Background: an optimization exercise with open tools, aiming at a short achievable clock period. Do not read the settings as production practice. The RTL was checked by simulation tests, not by an equivalence proof against the original design. Power and IR drop assume default switching activity.

// s6afb
module s6afb (
    input  wire        clk,
    input  wire [31:0] tick,
    input  wire        init_stb,
    input  wire [3:0]  init_tag,
    input  wire        rx_stb,
    input  wire [3:0]  rx_tag,
    input  wire [7:0]  rx_data,
    input  wire        issue_stb,
    input  wire [7:0]  issue_reg,
    input  wire [15:0] issue_val,
    input  wire        drive_stb,
    input  wire        wd_stb,
    output wire        issue_busy,
    output reg         rx_arm,
    output wire        tx_stb,
    output wire [39:0] tx_data,
    output wire [15:0] acc_x,
    output wire [15:0] acc_y,
    output wire [15:0] acc_z,
    output wire [15:0] gyro_x,
    output wire [15:0] gyro_y,
    output wire [15:0] gyro_z,
    output wire [15:0] angle_x,
    output wire [15:0] angle_y,
    output wire [15:0] angle_z,
    output wire [15:0] mag_x,
    output wire [15:0] mag_y,
    output wire [15:0] mag_z,
    output wire [15:0] temp,
    output wire [15:0] volt,
    output wire [15:0] version,
    output wire [31:0] last_frame_ts,
    output wire [31:0] angle_period,
    output wire [87:0] echo
);
Size: ~3800 cells after synthesis, ~510 I/O pins, roughly 0.040 sq mm of cells after synthesis.
==> flow/config.mk <==
export PLATFORM = sky130hd
export DESIGN_NAME = s6afb
export DESIGN_NICKNAME = s6afb
export VERILOG_FILES = /design/flow/design.v
export SDC_FILE = /design/flow/constraint.sdc
export NUM_CORES = 4
export LEC_CHECK = 0
export CAP_MARGIN = 20
export CORE_MARGIN = 2
export CORE_UTILIZATION = 40
export SETUP_SLACK_MARGIN = 4.2
export SLEW_MARGIN = 20
export SYNTH_HIERARCHICAL = 1
export SYNTH_MINIMUM_KEEP_SIZE = 0
export TNS_END_PERCENT = 100
==> flow/constraint.sdc <==
create_clock -name core_clock -period 6.5 [get_ports {clk}]
set_input_delay 1.3000 -clock core_clock [delete_from_list [all_inputs] [get_ports {clk}]]
set_output_delay 1.3000 -clock core_clock [all_outputs]
set_load 0.01 [all_outputs]
standard.sh (not shown) runs the stock make flow with config.mk's settings and CLKGATE_MAP_FILE= SYNTH_SCRIPT=/design/flow/synth_recipe.tcl, a recipe that flattens the netlist after the stock synthesis.
==> flow/flow/run.sh <==
#!/bin/bash
# The standard layout with two changes:
#  - the slow OR/AND cells (or2..or4, and3, and4 in all their forms) are added
#    to the platform's don't-use list, so mapping and repair build those
#    functions from NAND/NOR/AOI cells;
#  - the port buffers are plain buffers (buf_4) instead of the smallest
#    buffer of the library.
set -euo pipefail
PLATFORM_DONT_USE=$(sed -n '/^export DONT_USE_CELLS/,/^#/p' "$FLOW_HOME/platforms/$FLOW_PLATFORM/config.mk" \
  | grep -o 'sky130_fd_sc_hd__[a-z0-9_]*' | tr '\n' ' ')
EXTRA_DONT_USE=$(cat flow/dont_use.txt)
bash standard.sh \
  "DONT_USE_CELLS=$PLATFORM_DONT_USE $EXTRA_DONT_USE" \
  "BUFFER_PORTS_ARGS=-buffer_cell sky130_fd_sc_hd__buf_4" \
  finish > standard.log 2>&1
==> flow/flow/dont_use.txt <==
sky130_fd_sc_hd__or3_1 sky130_fd_sc_hd__or3_2 sky130_fd_sc_hd__or3_4 sky130_fd_sc_hd__or3b_1 sky130_fd_sc_hd__or3b_2 sky130_fd_sc_hd__or3b_4 sky130_fd_sc_hd__or4_1 sky130_fd_sc_hd__or4_2 sky130_fd_sc_hd__or4_4 sky130_fd_sc_hd__or4b_1 sky130_fd_sc_hd__or4b_2 sky130_fd_sc_hd__or4b_4 sky130_fd_sc_hd__or4bb_1 sky130_fd_sc_hd__or4bb_2 sky130_fd_sc_hd__or4bb_4 sky130_fd_sc_hd__a2111o_1 sky130_fd_sc_hd__a2111o_2 sky130_fd_sc_hd__a2111o_4 sky130_fd_sc_hd__a2111oi_0 sky130_fd_sc_hd__a2111oi_1 sky130_fd_sc_hd__a2111oi_2 sky130_fd_sc_hd__a2111oi_4 sky130_fd_sc_hd__a41o_1 sky130_fd_sc_hd__a41o_2 sky130_fd_sc_hd__a41o_4 sky130_fd_sc_hd__a41oi_1 sky130_fd_sc_hd__a41oi_2 sky130_fd_sc_hd__a41oi_4 sky130_fd_sc_hd__nor4_1 sky130_fd_sc_hd__nor4_2 sky130_fd_sc_hd__nor4_4 sky130_fd_sc_hd__nor4b_1 sky130_fd_sc_hd__nor4b_2 sky130_fd_sc_hd__nor4b_4 sky130_fd_sc_hd__nor4bb_1 sky130_fd_sc_hd__nor4bb_2 sky130_fd_sc_hd__nor4bb_4 sky130_fd_sc_hd__o2111a_1 sky130_fd_sc_hd__o2111a_2 sky130_fd_sc_hd__o2111a_4 sky130_fd_sc_hd__o2111ai_1 sky130_fd_sc_hd__o2111ai_2 sky130_fd_sc_hd__o2111ai_4 sky130_fd_sc_hd__o41a_1 sky130_fd_sc_hd__o41a_2 sky130_fd_sc_hd__o41a_4 sky130_fd_sc_hd__o41ai_1 sky130_fd_sc_hd__o41ai_2 sky130_fd_sc_hd__o41ai_4 
Then changed:
SETUP_SLACK_MARGIN = 4.5   (was 4.2)
What happened:
- final area rises by 2.4%
- wire length rises by 6.2%
- clock skew rises by 17 ps
- area after synthesis does not change
- die area is unchanged
- total power falls by 1.1%
- global-route usage rises by 1.5 points
- via count rises by 2.4%

## separate check: timing with driven ports
No port has a modelled driver above. Below, the same layouts with a new extraction and two added sets of constraints. Step 1 sets driving cells, clkbuf_16 on the clock port and buf_2 on the other inputs (assumed; they add their load-dependent delay and slew). Step 2 times the ports against the registers' clock, not the clock port: input delays grow and output delays shrink by t, the midpoint of the rising clock arrivals with the driver on. Three values: ideal, step 1, step 2; two values: the first two.
| run | t (ns) | setup slack, ns | clock arrival spread, ns |
|---|---|---|---|
| the first run | 0.738 | 3.966 / 3.809 / 3.071 | 0.032 / 0.032 |
| the second run | 0.750 | 3.978 / 3.852 / 3.102 | 0.049 / 0.050 |
After both steps every run listed still meets setup and hold. The setup slack of the first run, which loses most, moves by -0.157 ns with the drivers and by -0.895 ns with both steps.
